This design comes from an exercise in tuning for small area, a short achievable clock period and few clock cycles per item on the open sky130 flow, not from production work.
The RTL was checked by simulation tests, not by an equivalence proof against the original design.
Power is estimated from default activity; no workload was simulated.

==> design.v <==
module u64_lzc (
    input  wire [63:0] n,
    output wire [5:0]  lz,
    output wire        pow2
);
    reg        v [0:6][0:63];
    reg [5:0]  z [0:6][0:63];
    reg        a1 [0:6][0:63];
    reg        m1 [0:6][0:63];
    integer l, i;
    always @* begin
        for (i = 0; i < 64; i = i + 1) begin
            v[0][i]  = n[i];
            z[0][i]  = 6'd0;
            a1[0][i] = n[i];
            m1[0][i] = 1'b0;
        end
        for (l = 1; l <= 6; l = l + 1)
            for (i = 0; i < (64 >> l); i = i + 1) begin
                v[l][i]  = v[l-1][2*i+1] | v[l-1][2*i];
                z[l][i]  = v[l-1][2*i+1] ? z[l-1][2*i+1]
                                         : (z[l-1][2*i] | (6'd1 << (l - 1)));
                a1[l][i] = a1[l-1][2*i+1] | a1[l-1][2*i];
                m1[l][i] = m1[l-1][2*i+1] | m1[l-1][2*i] | (a1[l-1][2*i+1] & a1[l-1][2*i]);
            end
    end
    assign lz   = v[6][0] ? z[6][0] : 6'd63;
    assign pow2 = a1[6][0] & ~m1[6][0];
endmodule
module srt_step2 (
    input  wire [56:0] ws,
    input  wire [56:0] wc,
    input  wire [56:0] D,
    input  wire [5:0]  Dt,       
    input  wire        inc,
    input  wire        p1,
    input  wire        n1,
    output wire        p2,
    output wire        n2,
    output wire        p3,
    output wire        n3,
    output wire [56:0] ws_n,
    output wire [56:0] wc_n
);
    function automatic [1:0] est(input [4:0] x, input [4:0] y);
        reg [4:0] g, p;
        reg c4;
        begin
            g  = x & y;
            p  = x ^ y;
            c4 = g[3] | (p[3] & g[2]) | (p[3] & p[2] & g[1]) | (p[3] & p[2] & p[1] & g[0]);
            est = {~(p[4] ^ c4), &p};
        end
    endfunction
    function automatic [1:0] nxt(input [5:0] x, input [5:0] y, input [5:0] m);
        nxt = est(x[5:1] ^ y[5:1] ^ m[5:1],
                  (x[4:0] & y[4:0]) | (x[4:0] & m[4:0]) | (y[4:0] & m[4:0]));
    endfunction
    wire [5:0] mp = ~Dt;
    wire [5:0] mn =  Dt;
    wire [56:0] a    = {ws[55:0], 1'b0};
    wire [56:0] b    = {wc[55:0], 1'b0};
    wire [56:0] m1   = p1 ? ~D : (n1 ? D : 57'd0);
    wire        inj1 = p1 ? ~inc : (n1 & inc);
    wire [56:0] ws1  = a ^ b ^ m1;
    wire [56:0] c1   = (a & b) | (a & m1) | (b & m1);
    wire [56:0] wc1  = {c1[55:0], inj1};
    wire [1:0] ep = nxt(a[55:50], b[55:50], mp);
    wire [1:0] e0 = nxt(a[55:50], b[55:50], 6'd0);
    wire [1:0] en = nxt(a[55:50], b[55:50], mn);
    wire [1:0] e2 = p1 ? ep : (n1 ? en : e0);
    assign p2 = e2[1];
    assign n2 = ~e2[1] & ~e2[0];
    wire [56:0] a2   = {ws1[55:0], 1'b0};
    wire [56:0] b2   = {wc1[55:0], 1'b0};
    wire [56:0] m2   = p2 ? ~D : (n2 ? D : 57'd0);
    wire        inj2 = p2 ? ~inc : (n2 & inc);
    assign ws_n = a2 ^ b2 ^ m2;
    wire [56:0] c2   = (a2 & b2) | (a2 & m2) | (b2 & m2);
    assign wc_n = {c2[55:0], inj2};
    wire [1:0] fp = nxt(a2[55:50], b2[55:50], mp);
    wire [1:0] f0 = nxt(a2[55:50], b2[55:50], 6'd0);
    wire [1:0] fn = nxt(a2[55:50], b2[55:50], mn);
    wire [1:0] e3 = p2 ? fp : (n2 ? fn : f0);
    assign p3 = e3[1];
    assign n3 = ~e3[1] & ~e3[0];
endmodule
module cdivr (
    input  wire         clk,
    input  wire         rst,
    input  wire         in_valid,
    output wire         in_ready,
    input  wire [127:0] a,
    input  wire [63:0]  n,
    output reg          out_valid,
    output wire [127:0] y
);
    reg        st_idle, st_n1, st_n2, st_div, st_f1, st_fin;
    reg [4:0]  cnt;
    reg        long;         
    reg [63:0] d;
    reg [5:0]  lz;
    reg        d_inc;
    reg [2:0]  dt;           
    reg        s   [0:1];
    reg [12:0] e   [0:1];    
    reg [55:0] Q   [0:1];    
    reg [55:0] QM  [0:1];    
    reg [56:0] ws  [0:1];    
    reg [56:0] wc  [0:1];
    reg        stk [0:1];    
    reg        frc [0:1];    
    reg        nan [0:1];    
    reg [1:0]  qp, qn;       
    wire [1:0] qp_n, qn_n;
    assign in_ready = st_idle;
    assign y = {s[1], e[1][10:0], Q[1][52:1], s[0], e[0][10:0], Q[0][52:1]};
    wire [5:0]  lzc;
    wire        pow2;
    u64_lzc u_lzc (.n(d), .lz(lzc), .pow2(pow2));
    wire        dz    = ~|d;
    reg  [5:0]  pos;
    integer j;
    always @* begin
        pos = 6'd0;
        for (j = 0; j < 64; j = j + 1)
            if (d[j]) pos = pos | j[5:0];
    end
    wire [63:0] dn    = d << lz;
    wire        dninc = dn[10] & ((|dn[9:0]) | dn[11]);
    wire [56:0] D     = {3'b000, d[63:11], d_inc};
    wire [1:0]  cond;
    wire [1:0]  qm_top;
    wire [55:0] Q_n   [0:1];
    wire [55:0] QM_n  [0:1];
    wire [56:0] ws_n  [0:1];
    wire [56:0] wc_n  [0:1];
    wire [1:0]  rneg, rz0, rzd;
    wire [62:0] rnd   [0:1];
    genvar c;
    generate for (c = 0; c < 2; c = c + 1) begin : g_c
        wire        p1 = qp[c], n1 = qn[c];
        wire        p2, n2;
        srt_step2 u_s (.ws(ws[c]), .wc(wc[c]), .D(D), .Dt({3'b001, dt}), .inc(d_inc),
                       .p1(p1), .n1(n1), .p2(p2), .n2(n2),
                       .p3(qp_n[c]), .n3(qn_n[c]),
                       .ws_n(ws_n[c]), .wc_n(wc_n[c]));
        wire signed [2:0] v = $signed({p1 | n1 ? {n1, 1'b1} : 2'b00, 1'b0})
                            + $signed({n2, p2 | n2});
        wire v_ge0 = p1 | (~n1 & ~n2);
        wire v_ge1 = p1 | (~n1 & p2);
        wire [1:0] vm1 = v[1:0] - 2'd1;
        assign Q_n[c]  = {v_ge0 ? Q[c][53:0] : QM[c][53:0], v[1:0]};
        assign QM_n[c] = {v_ge1 ? Q[c][53:0] : QM[c][53:0], vm1};
        assign qm_top[c] = QM[c][51];
        wire [56:0] x = ws[c] ^ wc[c];
        wire [56:0] o = ws[c] | wc[c];
        assign rz0[c] = (x == {o[55:0], 1'b0});
        wire [56:0] s3 = x ^ D;
        wire [56:0] c3 = {((ws[c] & wc[c]) | (x & D)), 1'b0};
        wire [56:0] x3 = s3 ^ c3;
        wire [56:0] o3 = s3 | c3;
        assign rzd[c] = (x3 == {o3[55:0], d_inc});
        reg [55:0] g, p;
        integer l, i;
        always @* begin
            g = ws[c][55:0] & wc[c][55:0];
            p = o[55:0];
            for (l = 1; l < 64; l = l * 2)
                for (i = 55; i >= l; i = i - 1) begin
                    g[i] = g[i] | (p[i] & g[i - l]);
                    p[i] = p[i] & p[i - l];
                end
        end
        assign rneg[c] = x[56] ^ g[55];
        assign cond[c] = ~frc[c] & ((long & (Q[c][55] | Q[c][54])) |
                                    e[c][12] | (e[c][11:0] == 12'd0));
        wire [10:0] efield = frc[c] ? 11'h7ff : (Q[c][53] ? e[c][10:0] : 11'd0);
        wire [51:0] frac   = frc[c] ? {nan[c], 51'd0} : Q[c][52:1];
        wire        rinc   = ~frc[c] & Q[c][0] & (stk[c] | Q[c][1]);
        assign rnd[c] = {efield, frac} + {62'd0, rinc};
    end endgenerate
    wire fin_shift = cond[0] | cond[1];
    always @(posedge clk) begin
        if (rst) begin
            st_idle   <= 1'b1;
            st_n1     <= 1'b0;
            st_n2     <= 1'b0;
            st_div    <= 1'b0;
            st_f1     <= 1'b0;
            st_fin    <= 1'b0;
            out_valid <= 1'b0;
        end else begin
            out_valid <= 1'b0;
            if (st_idle && in_valid) begin
                st_idle <= 1'b0;
                st_n1   <= 1'b1;
            end
            if (st_n1) begin
                st_n1 <= 1'b0;
                if (pow2 || dz) st_fin <= 1'b1;
                else            st_n2  <= 1'b1;
            end
            if (st_n2) begin
                st_n2  <= 1'b0;
                st_div <= 1'b1;
            end
            if (st_div && (cnt == 5'd27 || (cnt == 5'd26 && qm_top[0] && qm_top[1]))) begin
                st_div <= 1'b0;
                st_f1  <= 1'b1;
            end
            if (st_f1) begin
                st_f1  <= 1'b0;
                st_fin <= 1'b1;
            end
            if (st_fin && !fin_shift) begin
                st_fin    <= 1'b0;
                st_idle   <= 1'b1;
                out_valid <= 1'b1;
            end
        end
    end
    integer k;
    always @(posedge clk) begin
        if (st_n2) cnt <= 5'd0;
        else       cnt <= cnt + 5'd1;
        if (st_idle) d <= n;
        if (st_n1) begin
            lz   <= lzc;
            long <= 1'b0;
        end
        if (st_n2) begin
            d     <= dn;
            d_inc <= dninc;
            dt    <= dn[62:60];
        end
        if (st_div && cnt == 5'd27) long <= 1'b1;
        for (k = 0; k < 2; k = k + 1) begin
            qp[k] <= st_n2 | qp_n[k];
            qn[k] <= ~st_n2 & qn_n[k];
            ws[k] <= st_n2 ? {4'b0000, Q[k][53:1]} : ws_n[k];
            wc[k] <= st_n2 ? 57'd0 : wc_n[k];
            QM[k] <= QM_n[k];
            if (st_idle) begin
                s[k] <= a[64*k + 63];
                e[k] <= {2'b00, a[64*k + 62 -: 11]};
                Q[k] <= {2'b00, |a[64*k + 62 -: 11], a[64*k + 51 -: 52], 1'b0};
            end
            if (st_n1) begin : norm
                reg xe0, xe1, xf0, xzero;
                xe0   = (e[k][10:0] == 11'd0);
                xe1   = (e[k][10:0] == 11'h7ff);
                xf0   = (Q[k][52:1] == 52'd0);
                xzero = xe0 & xf0;
                nan[k] <= (xe1 & ~xf0) | (dz & xzero);
                frc[k] <= xe1 | dz;
                stk[k] <= 1'b0;
                if (pow2) e[k] <= {2'b00, e[k][10:1], e[k][0] | xe0} - {7'd0, pos};
            end
            if (st_n2)
                e[k] <= {2'b00, e[k][10:1], e[k][0] | (e[k][10:0] == 11'd0)} + {7'h7f, lz} + 13'd1;
            if (st_div) begin
                Q[k] <= Q_n[k];
                if (cnt == 5'd27) e[k] <= e[k] - 13'd2;
            end
            if (st_f1) begin
                Q[k] <= {(rneg[k] ? QM[k][55:54] : Q[k][55:54]) & {2{long}},
                         rneg[k] ? QM[k][53:0] : Q[k][53:0]};
                stk[k] <= rneg[k] ? ~rzd[k] : ~rz0[k];
            end
            if (st_fin) begin
                if (fin_shift) begin
                    if (cond[k]) begin
                        Q[k]   <= {1'b0, Q[k][55:1]};
                        e[k]   <= e[k] + 13'd1;
                        stk[k] <= stk[k] | Q[k][0];
                    end
                end else begin
                    e[k][10:0] <= rnd[k][62:52];
                    Q[k][52:1] <= rnd[k][51:0];
                end
            end
        end
    end
endmodule
==> run.sh <==
#!/bin/bash
# synth_recipe.tcl (not shown) runs the flow's synth.tcl, then flattens the netlist and writes it again
# the make line also repeats each setting of config.mk as NAME=value (left out here)
make -C /OpenROAD-flow-scripts/flow DESIGN_CONFIG=/design/flow/config.mk WORK_HOME=/design/flow/orfs CLKGATE_MAP_FILE= SYNTH_SCRIPT=/design/flow/synth_recipe.tcl finish
==> config.mk <==
export PLATFORM = sky130hd
export DESIGN_NAME = cdivr
export DESIGN_NICKNAME = cdivr
export VERILOG_FILES = /design/flow/design.v
export SDC_FILE = /design/flow/constraint.sdc
export NUM_CORES = 4
export LEC_CHECK = 0
export CAP_MARGIN = 20
export CORE_MARGIN = 2
export CORE_UTILIZATION = 40
export SLEW_MARGIN = 20
==> constraint.sdc <==
create_clock -name core_clock -period 14.0 [get_ports {clk}]
set_input_delay 2.8000 -clock core_clock [delete_from_list [all_inputs] [get_ports {clk}]]
set_output_delay 2.8000 -clock core_clock [all_outputs]
set_load 0.01 [all_outputs]
==> results_dict.tcl, run 1 <==
set metrics [dict create \
    period_needed_ns 5.58 \
    grt_first_pass_wirelength_um 319000 \
    arrival_ns 6.14 \
    start_util 0.402 \
    rsz0062_at_grt "false" \
    timing.rr.end "ws[0][13]" \
    ys_top_cells_by_area "dfxtp_1 17%, fa_1 12%, ha_1 9.6%, mux2i_1 5.3%, mux2_2 4.9%" \
    finalCritPeriodShare 0.398 \
    dr.first_iter.drc_count 5774 \
    cts_tree "done" \
    synth_edf_count 80 \
    outcome "complete, no violations" \
    avgRoutedWirePerCell_um 25.5 \
    grt_use_met3 0.0513 \
    drv_slew 0 \
    crit_path_top_delay_cell "nand2b_2" \
    yosys_warnings 25 \
    r2r_slack_ns 8.42 \
    cts_hold_buf 0 \
    tns_ns 0 \
    min_path_type "reg2reg" \
    synthDominantCellAreaShare 0.174 \
    antenna_left 0 \
    die_h_um 381 \
    grt_util_met2 0.430 \
    vias 50400 \
    num_io_pins 325 \
    gp_routability_congestion 0.972 \
    fp.coreArea_mm2 0.141 \
    cpMostUsedCell "a21o_1" \
    grtUsageMet1 0.401 \
    clockBufferDepth 3 \
    cp.required_ns 14.57 \
    track_usage 0.288 \
    crit_start "dt[2]" \
    max_cap_viol_count 0 \
    ir_drop_uv 266 \
    cp_top_family "buffers and inverters" \
    crit_end "ws[0][13]" \
    die_area_mm2 0.145 \
    via_per_inst 5.94 \
    setup_viol 0 \
    antenna_found_initial 23 \
    top_usage_layer "met2" \
    reg2regPathDepth 15 \
    synth_ff_type "dfxtp_1" \
    grt_pass1_vias 48500 \
    worst-setup-path-type "reg2reg" \
    async_flop_share 0 \
    syn_inst 6583 \
    firstDrtPassIters 9 \
    io_buffers 324 \
    crit_cells 15 \
    synth_area_leader_cell "dfxtp_1" \
    ys_top_cells_by_count "644 x inv_1, 499 x nand2_1, 495 x dfxtp_1, 456 x o21ai_0, 438 x ha_1" \
    row_count 138 \
    power_density_mw_per_mm2 301 \
    final_cell_count_no_fill 8480 \
    slowest_delay_ns 0.69 \
    seq_area_mm2 0.0123 \
    synth_area_per_cell_um2 8.64 \
    r2r-start "dt[2]" \
    dpl.cell_count 8339 \
    power_leakage_nw 27.1 \
    fmax_mhz 179 \
    yosysMostFrequentCell "inv_1" \
    wl_um 216000 \
    yosysSeqAreaShare 0.216 \
    fillCellCount 13700 \
    critPathLaunchType "flop" \
    clock_latency_ns 0.71 \
    worstMarginPinSlew_ns 1.16 \
    ys_ff_latch 575 \
    hpwl_um 156000 \
    synthToLayoutAreaGrowth_pct 12.0 \
    cts_resized 0 \
    fp.dieW_um 381 \
    synth_cell_type_count 87 \
    grt_overflow 0 \
    multi_input_area_mm2 0.0393 \
    cp-end-kind "flop" \
    hold_viol 0 \
    clkSinkCount 575 \
    drive_gt1_frac 0.103 \
    post-cts-setup-buffer-count 0 \
    netlist_area_mm2 0.0569 \
    finalPower_mw 19.1 \
    cp_max_fo 62 \
    cts-root-buf "clkbuf_16" \
    path_clk_slew_ns 0.06 \
    crit_buf_inv 4 \
    layout.nets 7504 \
    cp_cell_sequence "inv_1 -> fa_1 -> inv_1 -> ha_1 -> a21o_1 -> a21o_1 -> a211o_1 -> a21o_1 -> o221ai_4 -> buf_4 -> nand2b_2 -> buf_4 -> a21oi_1 -> fa_1 -> mux2_2" \
    cts_buffers 76 \
    maxSlewHeadroom 0.218 \
    skew_ns 0.0479 \
    fin_area_mm2 0.0637 \
    route.detailed.drc 0 \
    grt_max_degree 157 \
    htreeDepth 3 \
    placed_area_mm2 0.0611 \
    syn-num-nets 7558 \
]
-- layer usage --
layer,up-vias,part of all wire,routed length (um)
met4,10,0.053,11500
met2,2730,0.43,92400
li1,22600,-,-
met5,-,0.00043,92
met3,535,0.091,19700
met1,24500,0.43,92100
-- worst min-delay path by stage --
stage           start  endpoint  slack [ns]  depth (start not counted)
5_1_grt        cnt[0]    cnt[0]        0.49                          1
6_report       cnt[0]    cnt[0]        0.45                          1
2_1_floorplan  cnt[0]    cnt[0]        0.41                          1
3_3_place_gp   cnt[0]    cnt[0]        0.43                          1
3_5_place_dp   cnt[0]    cnt[0]        0.43                          1
4_1_cts        cnt[0]    cnt[0]        0.45                          1
-- registers in the layout, summed over array words and instances (netlist names), 3 cells and up --
name and cells:
Q 112, ws 114, wc 112, lz 6, dt 3, e 26, d 64, QM 112
cnt 5
-- kinds of logic after synthesis --
family          after synthesis  synth area share
fa+ha+maj                   782             0.217
flops                       575             0.216
mux                         601             0.123
xor+xnor                    375            0.0577
buf+inv                    1295            0.0952
compound gates             1336             0.148
simple gates               1619             0.143
-- cell type report --
cell class | instances | area share
tap | 1890 | 0.0371
clock inverter | 39 | 0.00784
clock buffer | 96 | 0.0324
timing repair buffer | 514 | 0.0741
multi-input combinational | 4713 | 0.617
antenna | 4 | 0.000157
inverter | 649 | 0.0382
sequential | 575 | 0.193
-- worst reg2reg max path, stage by stage, from the launching register on --
cell,delay [ns]
edfxtp_1,0.52
inv_1,0.23
fa_1,0.60
inv_1,0.05
ha_1,0.29
a21o_1,0.16
a21o_1,0.18
a211o_1,0.30
a21o_1,0.20
o221ai_4,0.06
buf_4,0.68
nand2b_2,0.70
buf_4,0.50
a21oi_1,0.19
fa_1,0.50
mux2_2,0.27
-- stage by stage --
stage | hold WS [ns] | utilization | setup WS (ns)
4_1_cts | 0.448 | 0.450 | 8.45
5_1_grt | 0.488 | 0.450 | 8.13
3_5_place_dp | 0.435 | 0.432 | 8.47
6_report | 0.447 | 0.450 | 8.42
2_1_floorplan | 0.415 | - | 9.78
3_3_place_gp | 0.431 | 0.432 | 8.50
-- power by group --
part	internal (mW)	leakage, nW	switching, mW
logic	6.08	20.9	7.49
registers	2.50	4.97	0.996
clock network	1.22	1.24	0.864
total	9.79	27.1	9.36
-- cell usage in the layout (no fill, tap or decap), drive strengths merged, types with 18 or more instances in the layout --
| master | netlist | routed |
|---|---|---|
| nand4 | 102 | 102 |
| clkdlybuf4s50 | 0 | 324 |
| a21o | 22 | 22 |
| o21ai | 489 | 489 |
| edfxtp | 80 | 80 |
| mux2i | 300 | 300 |
| fa | 342 | 342 |
| nor4 | 126 | 126 |
| nand3 | 109 | 109 |
| a21oi | 271 | 271 |
| o211ai | 33 | 33 |
| a22oi | 43 | 43 |
| nor3 | 57 | 57 |
| nor2 | 322 | 322 |
| o22ai | 59 | 59 |
| nand2b | 39 | 39 |
| a31oi | 30 | 30 |
| a211oi | 86 | 86 |
| buf | 229 | 190 |
| dfxtp | 495 | 495 |
| clkbuf | 417 | 96 |
| and3 | 33 | 33 |
| mux2 | 249 | 249 |
| ha | 438 | 438 |
| inv | 647 | 650 |
| a222oi | 41 | 41 |
| nand2 | 499 | 499 |
| mux4 | 52 | 52 |
| nor2b | 213 | 213 |
| o31ai | 18 | 18 |
| a221oi | 67 | 67 |
| clkinv | 2 | 20 |
| xor2 | 178 | 178 |
| xnor2 | 197 | 197 |
| o221ai | 26 | 26 |
Testbench counts, summed over its fixed seeds: cycles 28,864, items 1,600.
==> run 2: changes to the inputs <==
--- a/design.v
+++ b/design.v
@@ -31,10 +31,13 @@
     input  wire [56:0] ws,
     input  wire [56:0] wc,
     input  wire [56:0] D,
-    input  wire [5:0]  Dt,       
+    input  wire [5:0]  Dp,
+    input  wire [5:0]  Dn,
     input  wire        inc,
     input  wire        p1,
     input  wire        n1,
+    input  wire        p1t,
+    input  wire        n1t,
     output wire        p2,
     output wire        n2,
     output wire        p3,
@@ -56,32 +59,37 @@
         nxt = est(x[5:1] ^ y[5:1] ^ m[5:1],
                   (x[4:0] & y[4:0]) | (x[4:0] & m[4:0]) | (y[4:0] & m[4:0]));
     endfunction
-    wire [5:0] mp = ~Dt;
-    wire [5:0] mn =  Dt;
-    wire [56:0] a    = {ws[55:0], 1'b0};
-    wire [56:0] b    = {wc[55:0], 1'b0};
-    wire [56:0] m1   = p1 ? ~D : (n1 ? D : 57'd0);
-    wire        inj1 = p1 ? ~inc : (n1 & inc);
-    wire [56:0] ws1  = a ^ b ^ m1;
-    wire [56:0] c1   = (a & b) | (a & m1) | (b & m1);
-    wire [56:0] wc1  = {c1[55:0], inj1};
-    wire [1:0] ep = nxt(a[55:50], b[55:50], mp);
+    wire [56:0] a = {ws[55:0], 1'b0};
+    wire [56:0] b = {wc[55:0], 1'b0};
+    wire [1:0] ep = nxt(a[55:50], b[55:50], Dp);
     wire [1:0] e0 = nxt(a[55:50], b[55:50], 6'd0);
-    wire [1:0] en = nxt(a[55:50], b[55:50], mn);
-    wire [1:0] e2 = p1 ? ep : (n1 ? en : e0);
+    wire [1:0] en = nxt(a[55:50], b[55:50], Dn);
+    wire [1:0] e2  = p1  ? ep : (n1  ? en : e0);
+    wire [1:0] e2t = p1t ? ep : (n1t ? en : e0);
     assign p2 = e2[1];
     assign n2 = ~e2[1] & ~e2[0];
+    wire   p2t = e2t[1];
+    wire   n2t = ~e2t[1] & ~e2t[0];
+    wire [56:0] m1   = p1 ? ~D : (n1 ? D : 57'd0);
+    wire [27:0] m1t  = p1t ? ~D[56:29] : (n1t ? D[56:29] : 28'd0);
+    wire [56:0] m1x  = {m1t, m1[28:0]};
+    wire        inj1 = p1 ? ~inc : (n1 & inc);
+    wire [56:0] ws1  = a ^ b ^ m1x;
+    wire [56:0] c1   = (a & b) | (a & m1x) | (b & m1x);
+    wire [56:0] wc1  = {c1[55:0], inj1};
     wire [56:0] a2   = {ws1[55:0], 1'b0};
     wire [56:0] b2   = {wc1[55:0], 1'b0};
     wire [56:0] m2   = p2 ? ~D : (n2 ? D : 57'd0);
+    wire [27:0] m2t  = p2t ? ~D[56:29] : (n2t ? D[56:29] : 28'd0);
+    wire [56:0] m2x  = {m2t, m2[28:0]};
     wire        inj2 = p2 ? ~inc : (n2 & inc);
-    assign ws_n = a2 ^ b2 ^ m2;
-    wire [56:0] c2   = (a2 & b2) | (a2 & m2) | (b2 & m2);
+    assign ws_n = a2 ^ b2 ^ m2x;
+    wire [56:0] c2   = (a2 & b2) | (a2 & m2x) | (b2 & m2x);
     assign wc_n = {c2[55:0], inj2};
-    wire [1:0] fp = nxt(a2[55:50], b2[55:50], mp);
+    wire [1:0] fp = nxt(a2[55:50], b2[55:50], Dp);
     wire [1:0] f0 = nxt(a2[55:50], b2[55:50], 6'd0);
-    wire [1:0] fn = nxt(a2[55:50], b2[55:50], mn);
-    wire [1:0] e3 = p2 ? fp : (n2 ? fn : f0);
+    wire [1:0] fn = nxt(a2[55:50], b2[55:50], Dn);
+    wire [1:0] e3 = p2t ? fp : (n2t ? fn : f0);
     assign p3 = e3[1];
     assign n3 = ~e3[1] & ~e3[0];
 endmodule
@@ -101,7 +109,8 @@
     reg [63:0] d;
     reg [5:0]  lz;
     reg        d_inc;
-    reg [2:0]  dt;           
+    reg [5:0]  dtp [0:1];    
+    reg [5:0]  dtn [0:1];    
     reg        s   [0:1];
     reg [12:0] e   [0:1];    
     reg [55:0] Q   [0:1];    
@@ -112,6 +121,7 @@
     reg        frc [0:1];    
     reg        nan [0:1];    
     reg [1:0]  qp, qn;       
+    reg [1:0]  qpt_n, qnt_n; 
     wire [1:0] qp_n, qn_n;
     assign in_ready = st_idle;
     assign y = {s[1], e[1][10:0], Q[1][52:1], s[0], e[0][10:0], Q[0][52:1]};
@@ -141,9 +151,9 @@
     generate for (c = 0; c < 2; c = c + 1) begin : g_c
         wire        p1 = qp[c], n1 = qn[c];
         wire        p2, n2;
-        srt_step2 u_s (.ws(ws[c]), .wc(wc[c]), .D(D), .Dt({3'b001, dt}), .inc(d_inc),
-                       .p1(p1), .n1(n1), .p2(p2), .n2(n2),
-                       .p3(qp_n[c]), .n3(qn_n[c]),
+        srt_step2 u_s (.ws(ws[c]), .wc(wc[c]), .D(D), .Dp(dtp[c]), .Dn(dtn[c]),
+                       .inc(d_inc), .p1(p1), .n1(n1), .p1t(~qpt_n[c]), .n1t(~qnt_n[c]),
+                       .p2(p2), .n2(n2), .p3(qp_n[c]), .n3(qn_n[c]),
                        .ws_n(ws_n[c]), .wc_n(wc_n[c]));
         wire signed [2:0] v = $signed({p1 | n1 ? {n1, 1'b1} : 2'b00, 1'b0})
                             + $signed({n2, p2 | n2});
@@ -181,6 +191,11 @@
         assign rnd[c] = {efield, frac} + {62'd0, rinc};
     end endgenerate
     wire fin_shift = cond[0] | cond[1];
+    wire [1:0] p2ok;
+    generate for (c = 0; c < 2; c = c + 1) begin : g_p2
+        assign p2ok[c] = (e[c][10:0] != 11'h7ff) &
+                         ((|e[c][10:6]) | (e[c][5:0] > pos));
+    end endgenerate
     always @(posedge clk) begin
         if (rst) begin
             st_idle   <= 1'b1;
@@ -198,8 +213,11 @@
             end
             if (st_n1) begin
                 st_n1 <= 1'b0;
-                if (pow2 || dz) st_fin <= 1'b1;
-                else            st_n2  <= 1'b1;
+                if (pow2 && p2ok[0] && p2ok[1]) begin
+                    st_idle   <= 1'b1;
+                    out_valid <= 1'b1;
+                end else if (pow2 || dz) st_fin <= 1'b1;
+                else                     st_n2  <= 1'b1;
             end
             if (st_n2) begin
                 st_n2  <= 1'b0;
@@ -232,19 +250,24 @@
         if (st_n2) begin
             d     <= dn;
             d_inc <= dninc;
-            dt    <= dn[62:60];
+            for (k = 0; k < 2; k = k + 1) begin
+                dtp[k] <= ~{3'b001, dn[62:60]};
+                dtn[k] <=  {3'b001, dn[62:60]};
+            end
         end
         if (st_div && cnt == 5'd27) long <= 1'b1;
         for (k = 0; k < 2; k = k + 1) begin
-            qp[k] <= st_n2 | qp_n[k];
-            qn[k] <= ~st_n2 & qn_n[k];
+            qp[k]  <= st_n2 | qp_n[k];
+            qn[k]  <= ~st_n2 & qn_n[k];
+            qpt_n[k] <= ~(st_n2 | qp_n[k]);
+            qnt_n[k] <= ~(~st_n2 & qn_n[k]);
             ws[k] <= st_n2 ? {4'b0000, Q[k][53:1]} : ws_n[k];
             wc[k] <= st_n2 ? 57'd0 : wc_n[k];
             QM[k] <= QM_n[k];
             if (st_idle) begin
                 s[k] <= a[64*k + 63];
                 e[k] <= {2'b00, a[64*k + 62 -: 11]};
-                Q[k] <= {2'b00, |a[64*k + 62 -: 11], a[64*k + 51 -: 52], 1'b0};
+                Q[k] <= {3'b000, a[64*k + 51 -: 52], 1'b0};
             end
             if (st_n1) begin : norm
                 reg xe0, xe1, xf0, xzero;
@@ -255,6 +278,7 @@
                 nan[k] <= (xe1 & ~xf0) | (dz & xzero);
                 frc[k] <= xe1 | dz;
                 stk[k] <= 1'b0;
+                Q[k][53] <= ~xe0;    
                 if (pow2) e[k] <= {2'b00, e[k][10:1], e[k][0] | xe0} - {7'd0, pos};
             end
             if (st_n2)
==> run 2 against run 1 <==
Net effect:
- design area grew 1.2%
- sequential power grew 3%
- sequential cell count grew 7
- clock-buffer cell count shrank 3
- synthesized area grew 1.5%
- power grew 1.8%
- worst hold slack lost 0.0023 ns
- clock skew grew 0.019 ns
- critical path type unchanged
- largest cell class unchanged
==> results_dict.tcl, run 2 <==
set metrics [dict create \
    outcome "complete, no violations" \
    fmax_mhz 190 \
    internal-power_mw 9.77 \
    path_clk_slew_ns 0.06 \
    fp.dieW_um 384 \
    crit_path_top_delay_cell "nor4_1" \
    hold_viol 0 \
    setup_viol 0 \
    die_h_um 384 \
    ir_drop_uv 226 \
    combinationalPowerShare 0.707 \
    cpMostUsedCell "a21oi_1" \
    grt_use_met3 0.0681 \
    synthToLayoutAreaGrowth_pct 11.6 \
    power_density_mw_per_mm2 302 \
    top_usage_layer "met2" \
    antenna_found_initial 9 \
    cts_tree "done" \
    antenna_left 0 \
    period_needed_ns 5.26 \
    synth_edf_count 83 \
    grt_max_degree 182 \
    worstMarginPinSlew_ns 1.25 \
    largest_reg_flops 114 \
    clockBufferDepth 3 \
    wl_um 223000 \
    cp_top_family "simple AND/OR/NAND/NOR gates" \
    clkSinkCount 582 \
    layout_common_cells "589 x inv_1, 494 x dfxtp_1, 440 x ha_1" \
    avgRoutedWirePerCell_um 26.4 \
    slowest_delay_ns 0.99 \
    post-route-util 0.449 \
    drv_slew 0 \
    cts-root-buf "clkbuf_16" \
    regMostFlops "ws" \
    fin_area_mm2 0.0645 \
    hpwl_um 162000 \
    synth_cell_type_count 96 \
    cp_max_fo 16 \
    syn_inst 6564 \
    grt_first_pass_wirelength_um 329000 \
    synth_area_per_cell_um2 8.80 \
    netlist_area_mm2 0.0578 \
    dpl.cell_count 8326 \
    io_buffers 324 \
    p_switching_mw 9.73 \
    synth_ff_type "dfxtp_1" \
    yosys_warnings 29 \
    rsz0062_at_grt "false" \
    grtUsageMet1 0.412 \
    gp_routability_congestion 0.959 \
    yosysSeqAreaShare 0.216 \
    power_leakage_nw 27.2 \
    cts_hold_buf 0 \
    track_usage 0.295 \
    htreeDepth 3 \
    grt_overflow 0 \
    async_flop_share 0 \
    swShare 0.499 \
    whs_ns 0.445 \
    dr.first_iter.drc_count 6008 \
    cts_resized 0 \
    start_util 0.403 \
    grt_util_met2 0.430 \
    cp.required_ns 14.57 \
    via_per_inst 6.01 \
    final_common_cell "inv_1" \
    tns_ns 0 \
    final_cell_count_no_fill 8462 \
    ys_top_cells_by_area "dfxtp_1 17%, fa_1 12%, ha_1 9.5%, mux2_2 5.6%, mux2i_1 5.2%" \
    min_path_type "reg2reg" \
    power_frac_seq 0.185 \
    finalPower_mw 19.5 \
    die_area_mm2 0.147 \
    clock_latency_ns 0.72 \
    placed_area_mm2 0.0619 \
    synth_area_leader_cell "dfxtp_1" \
    fin_ws_ns 8.74 \
    layout.nets 7478 \
    route.detailed.drc 0 \
    num_io_pins 325 \
    critPathLaunchType "flop" \
    drive_gt1_frac 0.110 \
    preCtsSetupSlack_ns 9.02 \
    post-cts-setup-buffer-count 0 \
    row_count 139 \
    p_clk_frac 0.107 \
    synthDominantCellAreaShare 0.173 \
    ys_top_cells_by_count "590 x inv_1, 499 x dfxtp_1, 440 x ha_1, 412 x nand2_1, 406 x clkbuf_1" \
    grt_pass1_vias 49300 \
    yosysMostFrequentCell "inv_1" \
    finalCritPeriodShare 0.376 \
    firstDrtPassIters 6 \
    syn-num-nets 7541 \
    vias 50900 \
    fp.coreArea_mm2 0.143 \
    worst-setup-path-type "reg2reg" \
    maxSlewHeadroom 0.168 \
    ys_ff_latch 582 \
    crit_buf_inv 1 \
    cts_buffers 76 \
    max_cap_viol_count 0 \
    skew_ns 0.0673 \
    cp_cell_sequence "nor4_2 -> nand2_1 -> nor4_1 -> buf_4 -> ha_1 -> a21oi_1 -> o21bai_1 -> a21o_1 -> a21oi_1 -> nor3b_1 -> nand4_1 -> o21ai_1 -> nor3_1 -> or3_1" \
    cp-end-kind "flop" \
    arrival_ns 5.84 \
]
run 2: layer usage:
metal	vias up	wire length, um
met4	8	10800
met5	-	97
met2	2752	93600
met3	540	22900
li1	22700	-
met1	24900	95500
run 2: final timing paths:
check | from | to | slack (ns) | cells past startpoint
min | cnt[0] | cnt[0] | 0.45 | 1
max | d[63] | e[1][8] | 8.74 | 14
max reg2reg | d[63] | e[1][8] | 8.74 | 14
min reg2reg | cnt[0] | cnt[0] | 0.45 | 1
run 2: area by class of cell:
type,count,area (um2)
antenna,2,5.00
clock buffer,93,2040
clock inverter,41,524
fill,13900,79000
inverter,595,2230
multi-input combinational,4742,40200
sequential,582,12500
tap,1903,2380
timing repair buffer,504,4610
run 2: cells by family after synthesis:
logic type,count (synthesis),share of synthesized area
xor gates and xnor gates,385,0.0584
and+or+nand+nor,1619,0.142
AOI/OAI and AO/OA,1302,0.147
muxes,649,0.131
adders and majority gates,787,0.215
buffers and inverters,1240,0.0903
DFF,582,0.216
run 2: power groups by stage:
stage	Clock, mW	Combinational, mW	Sequential, mW
2_1_floorplan	0	9.97	3.17
3_3_place_gp	0	13.3	3.61
3_5_place_dp	0	13.6	3.62
4_1_cts	2.12	13.7	3.59
6_report	2.09	13.8	3.61
5_1_grt	2.18	15.3	3.72
Testbench counts of run 2, summed over its fixed seeds: cycles 28,047, items 1,600.
==> run 3: changes to the inputs <==
--- a/design.v
+++ b/design.v
@@ -47,12 +47,14 @@
 );
     function automatic [1:0] est(input [4:0] x, input [4:0] y);
         reg [4:0] g, p;
-        reg c4;
+        reg c4, s0, sm1;
         begin
-            g  = x & y;
-            p  = x ^ y;
-            c4 = g[3] | (p[3] & g[2]) | (p[3] & p[2] & g[1]) | (p[3] & p[2] & p[1] & g[0]);
-            est = {~(p[4] ^ c4), &p};
+            g   = x & y;
+            p   = x ^ y;
+            c4  = g[3] | (p[3] & g[2]) | (p[3] & p[2] & g[1]) | (p[3] & p[2] & p[1] & g[0]);
+            s0  = (p == {(x[3:0] | y[3:0]), 1'b0});    
+            sm1 = &p;                                  
+            est = {~(p[4] ^ c4) & ~s0, s0 | sm1};
         end
     endfunction
     function automatic [1:0] nxt(input [5:0] x, input [5:0] y, input [5:0] m);
@@ -105,7 +107,6 @@
 );
     reg        st_idle, st_n1, st_n2, st_div, st_f1, st_fin;
     reg [4:0]  cnt;
-    reg        long;         
     reg [63:0] d;
     reg [5:0]  lz;
     reg        d_inc;
@@ -140,12 +141,11 @@
     wire        dninc = dn[10] & ((|dn[9:0]) | dn[11]);
     wire [56:0] D     = {3'b000, d[63:11], d_inc};
     wire [1:0]  cond;
-    wire [1:0]  qm_top;
     wire [55:0] Q_n   [0:1];
     wire [55:0] QM_n  [0:1];
     wire [56:0] ws_n  [0:1];
     wire [56:0] wc_n  [0:1];
-    wire [1:0]  rneg, rz0, rzd;
+    wire [1:0]  rneg, rz0;
     wire [62:0] rnd   [0:1];
     genvar c;
     generate for (c = 0; c < 2; c = c + 1) begin : g_c
@@ -162,15 +162,9 @@
         wire [1:0] vm1 = v[1:0] - 2'd1;
         assign Q_n[c]  = {v_ge0 ? Q[c][53:0] : QM[c][53:0], v[1:0]};
         assign QM_n[c] = {v_ge1 ? Q[c][53:0] : QM[c][53:0], vm1};
-        assign qm_top[c] = QM[c][51];
         wire [56:0] x = ws[c] ^ wc[c];
         wire [56:0] o = ws[c] | wc[c];
         assign rz0[c] = (x == {o[55:0], 1'b0});
-        wire [56:0] s3 = x ^ D;
-        wire [56:0] c3 = {((ws[c] & wc[c]) | (x & D)), 1'b0};
-        wire [56:0] x3 = s3 ^ c3;
-        wire [56:0] o3 = s3 | c3;
-        assign rzd[c] = (x3 == {o3[55:0], d_inc});
         reg [55:0] g, p;
         integer l, i;
         always @* begin
@@ -183,7 +177,7 @@
                 end
         end
         assign rneg[c] = x[56] ^ g[55];
-        assign cond[c] = ~frc[c] & ((long & (Q[c][55] | Q[c][54])) |
+        assign cond[c] = ~frc[c] & ((Q[c][55] | Q[c][54]) |
                                     e[c][12] | (e[c][11:0] == 12'd0));
         wire [10:0] efield = frc[c] ? 11'h7ff : (Q[c][53] ? e[c][10:0] : 11'd0);
         wire [51:0] frac   = frc[c] ? {nan[c], 51'd0} : Q[c][52:1];
@@ -191,6 +185,18 @@
         assign rnd[c] = {efield, frac} + {62'd0, rinc};
     end endgenerate
     wire fin_shift = cond[0] | cond[1];
+    wire [1:0] q1i [0:1];
+    generate for (c = 0; c < 2; c = c + 1) begin : g_q1
+        wire [4:0] x = {2'b00, Q[c][53:51]};
+        wire [4:0] y = {2'b11, ~dn[63:61]};
+        wire [4:0] g = x & y;
+        wire [4:0] p = x ^ y;
+        wire c4  = g[3] | (p[3] & g[2]) | (p[3] & p[2] & g[1]) | (p[3] & p[2] & p[1] & g[0]);
+        wire s0  = (p == {(x[3:0] | y[3:0]), 1'b0});
+        wire sm1 = &p;
+        wire pos = ~(p[4] ^ c4) & ~s0;
+        assign q1i[c] = {pos, ~pos & ~(s0 | sm1)};
+    end endgenerate
     wire [1:0] p2ok;
     generate for (c = 0; c < 2; c = c + 1) begin : g_p2
         assign p2ok[c] = (e[c][10:0] != 11'h7ff) &
@@ -223,7 +229,7 @@
                 st_n2  <= 1'b0;
                 st_div <= 1'b1;
             end
-            if (st_div && (cnt == 5'd27 || (cnt == 5'd26 && qm_top[0] && qm_top[1]))) begin
+            if (st_div && cnt == 5'd26) begin
                 st_div <= 1'b0;
                 st_f1  <= 1'b1;
             end
@@ -245,7 +251,6 @@
         if (st_idle) d <= n;
         if (st_n1) begin
             lz   <= lzc;
-            long <= 1'b0;
         end
         if (st_n2) begin
             d     <= dn;
@@ -255,15 +260,14 @@
                 dtn[k] <=  {3'b001, dn[62:60]};
             end
         end
-        if (st_div && cnt == 5'd27) long <= 1'b1;
         for (k = 0; k < 2; k = k + 1) begin
-            qp[k]  <= st_n2 | qp_n[k];
-            qn[k]  <= ~st_n2 & qn_n[k];
-            qpt_n[k] <= ~(st_n2 | qp_n[k]);
-            qnt_n[k] <= ~(~st_n2 & qn_n[k]);
-            ws[k] <= st_n2 ? {4'b0000, Q[k][53:1]} : ws_n[k];
-            wc[k] <= st_n2 ? 57'd0 : wc_n[k];
-            QM[k] <= QM_n[k];
+            qp[k]    <= st_n2 ? q1i[k][1] : qp_n[k];
+            qn[k]    <= st_n2 ? q1i[k][0] : qn_n[k];
+            qpt_n[k] <= ~(st_n2 ? q1i[k][1] : qp_n[k]);
+            qnt_n[k] <= ~(st_n2 ? q1i[k][0] : qn_n[k]);
+            ws[k] <= st_n2 ? {3'b000, Q[k][53:1], ~dninc} : ws_n[k];
+            wc[k] <= st_n2 ? {3'b111, ~dn[63:11], ~dninc} : wc_n[k];
+            QM[k] <= st_n2 ? 56'd0 : QM_n[k];
             if (st_idle) begin
                 s[k] <= a[64*k + 63];
                 e[k] <= {2'b00, a[64*k + 62 -: 11]};
@@ -281,16 +285,15 @@
                 Q[k][53] <= ~xe0;    
                 if (pow2) e[k] <= {2'b00, e[k][10:1], e[k][0] | xe0} - {7'd0, pos};
             end
+            if (st_n2) Q[k] <= 56'd1;
             if (st_n2)
-                e[k] <= {2'b00, e[k][10:1], e[k][0] | (e[k][10:0] == 11'd0)} + {7'h7f, lz} + 13'd1;
+                e[k] <= {2'b00, e[k][10:1], e[k][0] | (e[k][10:0] == 11'd0)} + {7'h7f, lz};
             if (st_div) begin
                 Q[k] <= Q_n[k];
-                if (cnt == 5'd27) e[k] <= e[k] - 13'd2;
             end
             if (st_f1) begin
-                Q[k] <= {(rneg[k] ? QM[k][55:54] : Q[k][55:54]) & {2{long}},
-                         rneg[k] ? QM[k][53:0] : Q[k][53:0]};
-                stk[k] <= rneg[k] ? ~rzd[k] : ~rz0[k];
+                if (rneg[k]) Q[k] <= QM[k];
+                stk[k] <= ~rz0[k];
             end
             if (st_fin) begin
                 if (fin_shift) begin
==> run 3 against run 2 <==
Net effect:
- combinational power is 5% lower
- clock power is 4% lower
- global-route usage is 1.3 points higher
- register-to-register slack worse by 0.12 ns
- non-clock buffer count is 6 lower
- critical path depth stayed put
- largest cell class unchanged
- largest power group unchanged
==> results_dict.tcl, run 3 <==
set metrics [dict create \
    avgRoutedWirePerCell_um 27.0 \
    io_buffers 324 \
    die_h_um 366 \
    grt_pass1_vias 45600 \
    yosysMostFrequentCell "nand2_1" \
    hold_path_end "cnt[0]" \
    timing.rr.end "qn[1]" \
    via_per_inst 6.05 \
    slowest_delay_ns 0.89 \
    r2r_slack_ns 8.61 \
    drive_gt1_frac 0.0958 \
    htreeDepth 3 \
    track_usage 0.308 \
    fp.coreArea_mm2 0.130 \
    cp.required_ns 14.58 \
    synthToLayoutAreaGrowth_pct 12.4 \
    dr.first_iter.drc_count 5743 \
    syn-num-nets 6989 \
    ys_ff_latch 580 \
    cts_hold_buf 0 \
    cts_tree "done" \
    ys_top_cells_by_count "615 x nand2_1, 519 x inv_1, 497 x dfxtp_1, 443 x o21ai_0, 409 x clkbuf_1" \
    start_util 0.404 \
    crit_buf_inv 2 \
    async_flop_share 0 \
    skew_ns 0.0364 \
    final_common_cell "nand2_1" \
    cts-root-buf "clkbuf_16" \
    crit_path_top_delay_cell "buf_4" \
    synth_edf_count 83 \
    fmax_mhz 186 \
    synth_area_per_cell_um2 8.49 \
    largest_reg_flops 114 \
    grt_overflow 0 \
    worst-setup-path-type "reg2reg" \
    antenna_left 0 \
    cp_top_family "compound AO/OA/AOI/OAI gates" \
    top_regs "ws (114), QM (112), Q (112)" \
    seq_area_mm2 0.0125 \
    syn_inst 6178 \
    rsz0062_at_grt "false" \
    vias 47900 \
    min_path_type "reg2reg" \
    worstMarginPinSlew_ns 1.30 \
    clockBufferDepth 3 \
    wl_um 214000 \
    outcome "complete, no violations" \
    post-cts-setup-buffer-count 0 \
    maxSlewHeadroom 0.129 \
    synth_cell_type_count 86 \
    reg2regPathDepth 14 \
    hold_path_depth 1 \
    cp_max_fo 68 \
    r2r-start "lz[0]" \
    cp_cell_sequence "buf_4 -> mux2i_1 -> mux2i_1 -> mux2i_1 -> nand2_1 -> o21ai_0 -> mux2i_1 -> a21oi_1 -> inv_1 -> ha_1 -> xnor2_1 -> o41ai_1 -> a211oi_1 -> a221o_1" \
    cts_buffers 74 \
    hpwl_um 156000 \
    die_area_mm2 0.134 \
    min_from "cnt[0]" \
    synthDominantCellAreaShare 0.190 \
    preCtsSetupSlack_ns 8.81 \
    regMostFlops "ws" \
    hold_viol 0 \
    firstDrtPassIters 6 \
    critPathLaunchType "flop" \
    dpl.cell_count 7788 \
    synth_area_leader_cell "dfxtp_1" \
    power_leakage_nw 24.2 \
    clkSinkCount 580 \
    cpMostUsedCell "mux2i_1" \
    max_cap_viol_count 0 \
    drv_slew 0 \
    layout_common_cells "613 x nand2_1, 517 x inv_1, 493 x dfxtp_1" \
    row_count 132 \
    cp-end-kind "flop" \
    yosys_warnings 29 \
    antenna_found_initial 20 \
    ys_top_cells_by_area "dfxtp_1 19%, ha_1 9.1%, fa_1 9.0%, mux2i_1 7.4%, edfxtp_1 4.8%" \
    clock_latency_ns 0.70 \
    finalCritPeriodShare 0.385 \
    arrival_ns 5.97 \
    cts_resized 0 \
    setup_viol 0 \
    layout.nets 6933 \
    route.detailed.drc 0 \
    fp.dieW_um 366 \
    yosysSeqAreaShare 0.237 \
    num_io_pins 325 \
    period_needed_ns 5.39 \
    gp_routability_congestion 0.984 \
    synth_ff_type "dfxtp_1" \
    fillCellCount 12700 \
    fin_ws_ns 8.61 \
    path_clk_slew_ns 0.06 \
    grt_max_degree 79 \
    tns_ns 0 \
    power_density_mw_per_mm2 314 \
    multi_input_area_mm2 0.0353 \
    ir_drop_uv 301 \
    netlist_area_mm2 0.0524 \
    final_cell_count_no_fill 7929 \
    grt_first_pass_wirelength_um 313000 \
]
-- run 3: power breakdown --
part	switching [mW]	internal, mW
sequential	0.880	2.54
combinational	7.38	5.70
clock	0.835	1.18
-- run 3: area by class of cell --
| class | instances | share of cell area |
|---|---|---|
| diodes | 10 | 0.000425 |
| repair buffers | 498 | 0.0772 |
| well taps | 1742 | 0.0370 |
| clock buffers | 111 | 0.0385 |
| multi-input cells | 4446 | 0.599 |
| inverters | 522 | 0.0333 |
| clock inverters | 20 | 0.00340 |
| flip-flops and latches | 580 | 0.211 |
-- run 3: cell families (layout without fill, tap and decap cells) --
group                      Yosys count  in the layout  synth area share
other                                0             10                 0
adders and majority gates          621            621             0.182
buffers and inverters             1152           1151            0.0930
AOI/OAI and AO/OA                 1398           1398             0.164
muxes                              620            620             0.135
and+or+nand+nor                   1501           1501             0.138
xor gates and xnor gates           306            306            0.0511
DFF                                580            580             0.237
-- run 3: layer usage --
| metal | GRT usage | routed length [um] |
|---|---|---|
| met1 | 0.440 | 92200 |
| met2 | 0.449 | 89100 |
| met3 | 0.0644 | 22400 |
| met4 | 0.126 | 9880 |
| met5 | 0.00748 | 158 |
-- run 3: worst max-delay path by stage --
stage	endpoint	cells past startpoint	slack (ns)	startpoint
after detailed placement	qn[1]	14	8.81	lz[0]
final	qn[1]	14	8.61	lz[0]
after CTS	qn[1]	14	8.81	lz[0]
after global routing	qn[1]	14	8.27	lz[0]
after floorplan	qn[0]	17	9.57	qpt_n[0]
after global placement	qn[1]	14	8.88	lz[0]
-- run 3: through the flow --
step / instance area (um2) / power, mW / hold WS, ns / util
2_1_floorplan: 52400 / 12.7 / 0.414 / -
3_3_place_gp: 56400 / 16.1 / 0.431 / 0.435
3_5_place_dp: 56400 / 16.3 / 0.439 / 0.435
4_1_cts: 58900 / 18.4 / 0.453 / 0.454
5_1_grt: 58900 / 20.1 / 0.486 / 0.454
6_report: 58900 / 18.5 / 0.454 / 0.454
Testbench counts of run 3, summed over its fixed seeds: cycles 27,213, items 1,600.
==> run 4: changes to the inputs <==
--- a/design.v
+++ b/design.v
@@ -127,15 +127,17 @@
     assign in_ready = st_idle;
     assign y = {s[1], e[1][10:0], Q[1][52:1], s[0], e[0][10:0], Q[0][52:1]};
     wire [5:0]  lzc;
-    wire        pow2;
-    u64_lzc u_lzc (.n(d), .lz(lzc), .pow2(pow2));
-    wire        dz    = ~|d;
+    u64_lzc u_lzc (.n(d), .lz(lzc), .pow2());
+    reg         pow2, dz;
     reg  [5:0]  pos;
+    wire        pow2_in;
+    reg  [5:0]  pos_in;
+    u64_lzc u_p2 (.n(n), .lz(), .pow2(pow2_in));
     integer j;
     always @* begin
-        pos = 6'd0;
+        pos_in = 6'd0;
         for (j = 0; j < 64; j = j + 1)
-            if (d[j]) pos = pos | j[5:0];
+            if (n[j]) pos_in = pos_in | j[5:0];
     end
     wire [63:0] dn    = d << lz;
     wire        dninc = dn[10] & ((|dn[9:0]) | dn[11]);
@@ -248,7 +250,12 @@
     always @(posedge clk) begin
         if (st_n2) cnt <= 5'd0;
         else       cnt <= cnt + 5'd1;
-        if (st_idle) d <= n;
+        if (st_idle) begin
+            d    <= n;
+            pow2 <= pow2_in;
+            dz   <= ~|n;
+            pos  <= pos_in;
+        end
         if (st_n1) begin
             lz   <= lzc;
         end
==> run 4 against run 3 <==
Net effect:
- via count up 0.65%
- register-to-register slack better by 0.16 ns
- clock power up 3%
- worst hold slack better by 0.013 ns
- die area up 0.61%
- setup slack better by 0.16 ns
- power down 1.5%
- combinational power down 3%
- maximum frequency up 3.0%
- critical path type unchanged
- critical endpoint is now ws[1][33]
- largest cell class unchanged
==> results_dict.tcl, run 4 <==
set metrics [dict create \
    grt_first_pass_wirelength_um 315000 \
    clkSinkCount 588 \
    fillCellCount 12900 \
    antenna_left 0 \
    slowest_delay_ns 0.94 \
    cp-end-kind "flop" \
    power_density_mw_per_mm2 308 \
    firstDrtPassIters 7 \
    skew_ns 0.0329 \
    crit_end "ws[1][33]" \
    top_regs "ws (114), QM (112), Q (112)" \
    grt_max_degree 81 \
    ys_top_cells_by_count "755 x nand2_1, 526 x inv_1, 497 x dfxtp_1, 476 x o21ai_0, 380 x ha_1" \
    die_area_mm2 0.135 \
    fp.coreArea_mm2 0.131 \
    ys_ff_latch 588 \
    synthToLayoutAreaGrowth_pct 12.3 \
    start_util 0.402 \
    worst-setup-path-type "reg2reg" \
    fmax_mhz 191 \
    vias 48200 \
    r2r-start "wc[1][52]" \
    wl_um 215000 \
    arrival_ns 5.76 \
    io_buffers 324 \
    cts-root-buf "clkbuf_16" \
    async_flop_share 0 \
    cp_max_fo 32 \
    cp_cell_sequence "ha_1 -> inv_1 -> fa_1 -> nor2b_1 -> a221oi_2 -> mux2i_1 -> a21oi_1 -> mux2i_2 -> buf_4 -> and2_1 -> nand2_1 -> o21ai_0 -> fa_1 -> mux2_2" \
    post-route-util 0.452 \
    crit_path_top_delay_cell "and2_1" \
    die_h_um 367 \
    row_count 133 \
    path_clk_slew_ns 0.06 \
    gp_routability_congestion 0.980 \
    rsz0062_at_grt "false" \
    dr.first_iter.drc_count 5375 \
    min_path_type "reg2reg" \
    synth_area_leader_cell "dfxtp_1" \
    synth_ff_type "dfxtp_1" \
    cts_tree "done" \
    route.detailed.drc 0 \
    track_usage 0.310 \
    r2r_slack_ns 8.77 \
    yosys_warnings 29 \
    preCtsSetupSlack_ns 8.26 \
    crit_buf_inv 2 \
    cp.required_ns 14.53 \
    cts_hold_buf 0 \
    ys_top_cells_by_area "dfxtp_1 19%, fa_1 9.0%, ha_1 9.0%, mux2i_1 5.6%, nand2_1 5.4%" \
    finalPower_mw 18.2 \
    syn_inst 6276 \
    hold_viol 0 \
    whs_ns 0.467 \
    cts_resized 0 \
    layout_common_cells "753 x nand2_1, 524 x inv_1, 493 x dfxtp_1" \
    ir_drop_uv 337 \
    crit_start "wc[1][52]" \
    fp.dieW_um 367 \
    drive_gt1_frac 0.0934 \
    grt_pass1_vias 46300 \
    tns_ns 0 \
    post-cts-setup-buffer-count 0 \
    avgRoutedWirePerCell_um 26.7 \
    cpMostUsedCell "fa_1" \
    layout.nets 7039 \
    htreeDepth 3 \
    power_leakage_nw 24.7 \
    maxSlewHeadroom 0.195 \
    yosysSeqAreaShare 0.240 \
    synth_cell_type_count 95 \
    drv_slew 0 \
    num_io_pins 325 \
    cts_buffers 76 \
    synth_edf_count 91 \
    via_per_inst 5.99 \
    final_common_cell "nand2_1" \
    timing.rr.end "ws[1][33]" \
    synthDominantCellAreaShare 0.189 \
    outcome "complete, no violations" \
    synth_area_per_cell_um2 8.41 \
    yosysMostFrequentCell "nand2_1" \
    fin_ws_ns 8.77 \
    syn-num-nets 7089 \
    period_needed_ns 5.23 \
    finalCritPeriodShare 0.374 \
    cp_top_family "adder cells" \
    crit_cells 14 \
    clock_latency_ns 0.67 \
    antenna_found_initial 28 \
    grt_overflow 0 \
    critPathLaunchType "flop" \
    hpwl_um 159000 \
    reg2regPathDepth 14 \
    netlist_area_mm2 0.0528 \
    setup_viol 0 \
    max_cap_viol_count 0 \
    clockBufferDepth 3 \
    largest_reg_flops 114 \
    regMostFlops "ws" \
    worstMarginPinSlew_ns 1.20 \
]
-- run 4: changes by cell type in the layout (fill, tap and decap cells not counted), sizes merged, moves of 33 or more --
cell and delta:
a22oi -70, a221o +47, xor2 +52, nor2 +33
nand2 +141, xnor2 -51, mux2i -92, o21ai +41
-- run 4: report_power, final --
part	switching, mW	internal [mW]	total [mW]
Clock	0.855	1.22	2.07
Combinational	7.15	5.53	12.7
Sequential	0.904	2.56	3.47
Total	8.91	9.31	18.2
-- run 4: how the worst min path moves through the flow --
stage                   start        end  slack, ns  cells past startpoint
global route        QM[0][30]  QM[0][32]       0.48                      2
global placement       cnt[0]     cnt[0]       0.43                      1
floorplan              cnt[0]     cnt[0]       0.41                      1
finish              QM[0][29]  QM[0][31]       0.47                      2
CTS                    cnt[0]     cnt[0]       0.46                      1
detailed placement     cnt[0]     cnt[0]       0.44                      1
-- run 4: worst reg2reg max path, stage by stage (launching register included) --
cell	delay, ns
dfxtp_1	0.34
ha_1	0.22
inv_1	0.11
fa_1	0.68
nor2b_1	0.12
a221oi_2	0.35
mux2i_1	0.57
a21oi_1	0.17
mux2i_2	0.16
buf_4	0.43
and2_1	0.96
nand2_1	0.13
o21ai_0	0.15
fa_1	0.47
mux2_2	0.27
-- run 4: final cells by class --
class	count	area, um2	area share
multi-input combinational	4545	35300	0.596
sequential	588	12700	0.214
timing repair buffer	487	4460	0.0753
clock buffer	110	2220	0.0375
tap	1755	2200	0.0371
inverter	528	1980	0.0334
clock inverter	30	339	0.00572
antenna	16	40.0	0.000676
-- run 4: layer usage --
layer  global-route usage  part of all wire
met5                    0           0.00038
met4                0.157             0.057
met1                0.421              0.42
met3               0.0635             0.097
met2                0.463              0.43
-- run 4: logic make-up after synthesis --
logic type | synth area share
simple gates | 0.148
compound gates | 0.167
buf+inv | 0.0934
fa+ha+maj | 0.181
flops | 0.240
mux | 0.119
xor+xnor | 0.0510
-- run 4: through the flow --
step | cells | instance area (um2)
after floorplan | 6276 | 52800
after global placement | 7902 | 56600
after detailed placement | 7903 | 56700
after CTS | 8043 | 59200
after global routing | 8052 | 59200
final | 8059 | 59300
Testbench counts of run 4, summed over its fixed seeds: cycles 27,213, items 1,600.
==> run 5: changes to the inputs <==
--- a/design.v
+++ b/design.v
@@ -105,7 +105,7 @@
     output reg          out_valid,
     output wire [127:0] y
 );
-    reg        st_idle, st_n1, st_n2, st_div, st_f1, st_fin;
+    reg        st_idle, st_n1, st_n2, st_n3, st_div, st_f1, st_fin;
     reg [4:0]  cnt;
     reg [63:0] d;
     reg [5:0]  lz;
@@ -190,7 +190,7 @@
     wire [1:0] q1i [0:1];
     generate for (c = 0; c < 2; c = c + 1) begin : g_q1
         wire [4:0] x = {2'b00, Q[c][53:51]};
-        wire [4:0] y = {2'b11, ~dn[63:61]};
+        wire [4:0] y = {2'b11, ~d[63:61]};
         wire [4:0] g = x & y;
         wire [4:0] p = x ^ y;
         wire c4  = g[3] | (p[3] & g[2]) | (p[3] & p[2] & g[1]) | (p[3] & p[2] & p[1] & g[0]);
@@ -209,6 +209,7 @@
             st_idle   <= 1'b1;
             st_n1     <= 1'b0;
             st_n2     <= 1'b0;
+            st_n3     <= 1'b0;
             st_div    <= 1'b0;
             st_f1     <= 1'b0;
             st_fin    <= 1'b0;
@@ -229,6 +230,10 @@
             end
             if (st_n2) begin
                 st_n2  <= 1'b0;
+                st_n3  <= 1'b1;
+            end
+            if (st_n3) begin
+                st_n3  <= 1'b0;
                 st_div <= 1'b1;
             end
             if (st_div && cnt == 5'd26) begin
@@ -248,7 +253,7 @@
     end
     integer k;
     always @(posedge clk) begin
-        if (st_n2) cnt <= 5'd0;
+        if (st_n3) cnt <= 5'd0;
         else       cnt <= cnt + 5'd1;
         if (st_idle) begin
             d    <= n;
@@ -268,13 +273,13 @@
             end
         end
         for (k = 0; k < 2; k = k + 1) begin
-            qp[k]    <= st_n2 ? q1i[k][1] : qp_n[k];
-            qn[k]    <= st_n2 ? q1i[k][0] : qn_n[k];
-            qpt_n[k] <= ~(st_n2 ? q1i[k][1] : qp_n[k]);
-            qnt_n[k] <= ~(st_n2 ? q1i[k][0] : qn_n[k]);
-            ws[k] <= st_n2 ? {3'b000, Q[k][53:1], ~dninc} : ws_n[k];
-            wc[k] <= st_n2 ? {3'b111, ~dn[63:11], ~dninc} : wc_n[k];
-            QM[k] <= st_n2 ? 56'd0 : QM_n[k];
+            qp[k]    <= st_n3 ? q1i[k][1] : qp_n[k];
+            qn[k]    <= st_n3 ? q1i[k][0] : qn_n[k];
+            qpt_n[k] <= ~(st_n3 ? q1i[k][1] : qp_n[k]);
+            qnt_n[k] <= ~(st_n3 ? q1i[k][0] : qn_n[k]);
+            ws[k] <= st_n3 ? {3'b000, Q[k][53:1], ~d_inc} : ws_n[k];
+            wc[k] <= st_n3 ? {3'b111, ~d[63:11], ~d_inc} : wc_n[k];
+            QM[k] <= st_n3 ? 56'd0 : QM_n[k];
             if (st_idle) begin
                 s[k] <= a[64*k + 63];
                 e[k] <= {2'b00, a[64*k + 62 -: 11]};
@@ -292,7 +297,7 @@
                 Q[k][53] <= ~xe0;    
                 if (pow2) e[k] <= {2'b00, e[k][10:1], e[k][0] | xe0} - {7'd0, pos};
             end
-            if (st_n2) Q[k] <= 56'd1;
+            if (st_n3) Q[k] <= 56'd1;
             if (st_n2)
                 e[k] <= {2'b00, e[k][10:1], e[k][0] | (e[k][10:0] == 11'd0)} + {7'h7f, lz};
             if (st_div) begin
--- a/config.mk
+++ b/config.mk
@@ -8,4 +8,6 @@
 export CAP_MARGIN = 20
 export CORE_MARGIN = 2
 export CORE_UTILIZATION = 40
+export CTS_CLUSTER_DIAMETER = 150
+export CTS_CLUSTER_SIZE = 24
 export SLEW_MARGIN = 20
==> run 5 against run 4 <==
Net effect:
- via count is 1.6% lower
- clock skew fell by 0.0019 ns
- utilization down 1.5 points
- global-route usage up 0.63 points
- sequential power about the same
- register-to-register slack improved by 0.27 ns
- die area decreased by 0.30%
- combinational power increased by 4%
- maximum frequency up 4.0%
- highest routed layer unchanged
- largest power group unchanged
- critical path depth is 13 lower
- worst hold slack worse by 0.011 ns
- final cell count decreased by 1.5%
==> results_dict.tcl, run 5 <==
set metrics [dict create \
    via_per_inst 5.98 \
    fin_ws_ns 8.97 \
    htreeDepth 1 \
    swShare 0.512 \
    min_from "QM[0][48]" \
    cts-root-buf "clkbuf_16" \
    worstMarginPinSlew_ns 1.22 \
    syn-num-nets 7095 \
    power_density_mw_per_mm2 310 \
    yosysMostFrequentCell "nand2_1" \
    critPathLaunchType "flop" \
    yosys_warnings 29 \
    row_count 133 \
    hold_path_depth 2 \
    whs_ns 0.456 \
    die_h_um 367 \
    cts_resized 0 \
    route.detailed.drc 0 \
    worst-setup-path-type "reg2out" \
    preCtsSetupSlack_ns 8.53 \
    antenna_found_initial 16 \
    num_io_pins 325 \
    ys_top_cells_by_count "707 x nand2_1, 576 x inv_1, 498 x dfxtp_1, 401 x o21ai_0, 380 x ha_1" \
    outcome "complete, no violations" \
    internal-power_mw 8.64 \
    combinationalPowerShare 0.743 \
    clockBufferDepth 3 \
    yosysSeqAreaShare 0.241 \
    fmax_mhz 199 \
    synth_area_leader_cell "dfxtp_1" \
    grt_pass1_vias 46000 \
    rsz0062_at_grt "false" \
    track_usage 0.316 \
    async_flop_share 0 \
    synth_area_per_cell_um2 8.37 \
    crit_buf_inv 1 \
    timing.rr.end "qnt_n[1]" \
    layout.nets 6978 \
    drive_gt1_frac 0.0680 \
    hold_viol 0 \
    finalCritPeriodShare 0.359 \
    cp-end-kind "output port" \
    period_needed_ns 5.03 \
    top_regs "ws (114), QM (112), Q (112)" \
    setup_viol 0 \
    slowest_delay_ns 0.84 \
    final_common_cell "nand2_1" \
    ir_drop_uv 346 \
    hold_path_end "QM[0][50]" \
    synth_ff_type "dfxtp_1" \
    ys_ff_latch 589 \
    p_clk_frac 0.059 \
    r2r_slack_ns 9.04 \
    power_frac_seq 0.197 \
    cp.required_ns 11.20 \
    crit_path_top_delay_cell "clkdlybuf4s50_1" \
    r2r-start "qpt_n[1]" \
    dpl.cell_count 7889 \
    netlist_area_mm2 0.0526 \
    regMostFlops "ws" \
    cp_cell_sequence "clkdlybuf4s50_1" \
    grt_first_pass_wirelength_um 319000 \
    largest_reg_flops 114 \
    synth_edf_count 91 \
    power_leakage_nw 24.1 \
    hpwl_um 165000 \
    grt_overflow 0 \
    path_clk_slew_ns 0.12 \
    reg2regPathDepth 15 \
    clock_latency_ns 0.69 \
    final_cell_count_no_fill 7939 \
    cp_max_fo 11 \
    start_util 0.402 \
    synth_cell_type_count 93 \
    p_switching_mw 9.08 \
    die_area_mm2 0.134 \
    gp_routability_congestion 1.01 \
    layout_common_cells "706 x nand2_1, 575 x inv_1, 495 x dfxtp_1" \
    skew_ns 0.0311 \
    synthDominantCellAreaShare 0.190 \
    ys_top_cells_by_area "dfxtp_1 19%, fa_1 9.1%, ha_1 9.0%, mux2i_1 6.4%, edfxtp_1 5.2%" \
    grt_max_degree 166 \
    tns_ns 0 \
    fp.dieW_um 367 \
    antenna_left 0 \
    avgRoutedWirePerCell_um 27.6 \
    crit_start "e[1][4]" \
    cts_buffers 29 \
    cp_top_family "buffers and inverters" \
    fp.coreArea_mm2 0.131 \
    post-cts-setup-buffer-count 0 \
    cts_hold_buf 0 \
    cts_tree "done" \
    vias 47500 \
    dr.first_iter.drc_count 5533 \
    drv_slew 0 \
    maxSlewHeadroom 0.184 \
    fillCellCount 13000 \
    clkSinkCount 589 \
    syn_inst 6282 \
    synthToLayoutAreaGrowth_pct 8.70 \
    firstDrtPassIters 13 \
    max_cap_viol_count 0 \
    io_buffers 324 \
    arrival_ns 2.23 \
    wl_um 220000 \
    min_path_type "reg2reg" \
    post-route-util 0.437 \
]
-- run 5: changes by cell type in the layout (fill, tap and decap cells not counted), sizes merged, moves of 24 or more --
cell / before / now
o21a: 61 / 22
mux2i: 296 / 337
xnor2: 163 / 187
buf: 163 / 139
inv: 530 / 581
nand2b: 32 / 86
xor2: 144 / 118
nand2: 756 / 707
mux2: 174 / 138
clkbuf: 110 / 38
o22ai: 74 / 141
o21ai: 487 / 410
nand3: 100 / 76
-- run 5: worst max-delay path by stage --
stage / endpoint / slack, ns / cells past startpoint
after floorplan: pow2 / 9.72 / 6
after CTS: y[121] / 8.97 / 1
after detailed placement: pow2 / 8.53 / 7
final: y[120] / 8.97 / 1
after global routing: ws[0][20] / 8.79 / 15
after global placement: pow2 / 8.57 / 7
-- run 5: kinds of logic after synthesis --
kind of cell / synth area share
AO/OA/AOI/OAI: 0.166
XOR/XNOR: 0.0508
adder cells (fa/ha/maj): 0.181
buffers and inverters: 0.0962
flip-flops: 0.241
multiplexers: 0.116
AND/OR/NAND/NOR: 0.148
-- run 5: power by group through the flow --
stage	registers (mW)	clock network (mW)	logic, mW
6_report	3.50	1.05	13.2
4_1_cts	3.47	1.06	13.1
3_5_place_dp	3.51	0	13.0
3_3_place_gp	3.51	0	12.7
5_1_grt	3.57	1.11	14.7
2_1_floorplan	3.04	0	9.67
-- run 5: metal layers --
metal,vias up,track usage,wire length [um]
li1,21300,-,-
met1,23100,0.409,89000
met2,2432,0.496,97200
met3,530,0.0583,18900
met4,12,0.175,14400
met5,-,0,78
-- run 5: area by class of cell --
type	count	area, um2	share of cell area
clock inverter	5	51.3	0.000897
multi-input combinational	4503	34900	0.611
antenna	7	17.5	0.000306
clock buffer	38	769	0.0135
sequential	589	12700	0.222
inverter	579	2180	0.0381
tap	1755	2200	0.0384
timing repair buffer	463	4310	0.0754
-- run 5: stage by stage --
stage | total power [mW] | cell area [um2]
final | 17.7 | 57200
after global routing | 19.3 | 57200
after CTS | 17.6 | 57200
after detailed placement | 16.5 | 56300
after global placement | 16.2 | 56300
after floorplan | 12.7 | 52600
Testbench counts of run 5, summed over its fixed seeds: cycles 27,996, items 1,600.

## re-timing with driven ports
In the flow no input, the clock included, has a driving cell. The finished layouts below were timed again as built, in two steps. Step 1: set_driving_cell puts a clkbuf_16 on clk and a buf_2 on each other input, an assumption about the parent block. Step 2 moves the port delays by t, midway between the first and last clock arrival at a register: inputs arrive t later, outputs are due t later. That takes back most of the time a late clock gives input paths. Slacks: ideal ports / drivers / drivers and shift; pairs: ideal ports / drivers.
| run | t, ns | setup slack, ns | hold WS [ns] |
|---|---|---|---|
| run 1 | 0.756 | 8.423 / 8.423 / 8.423 | 0.447 / 0.447 / 0.447 |
| run 2 | 0.767 | 8.737 / 8.737 / 8.737 | 0.445 / 0.445 / 0.445 |
| run 3 | 0.762 | 8.612 / 8.612 / 8.612 | 0.454 / 0.454 / 0.454 |
| run 4 | 0.730 | 8.769 / 8.769 / 8.145 | 0.467 / 0.467 / 0.467 |
| run 5 | 0.748 | 8.969 / 8.895 / 8.510 | 0.456 / 0.456 / 0.456 |
After both steps setup and hold are still met in every run listed. The setup slack of run 4, which loses most, moves by 0.000 ns with the drivers and by -0.624 ns with both steps.
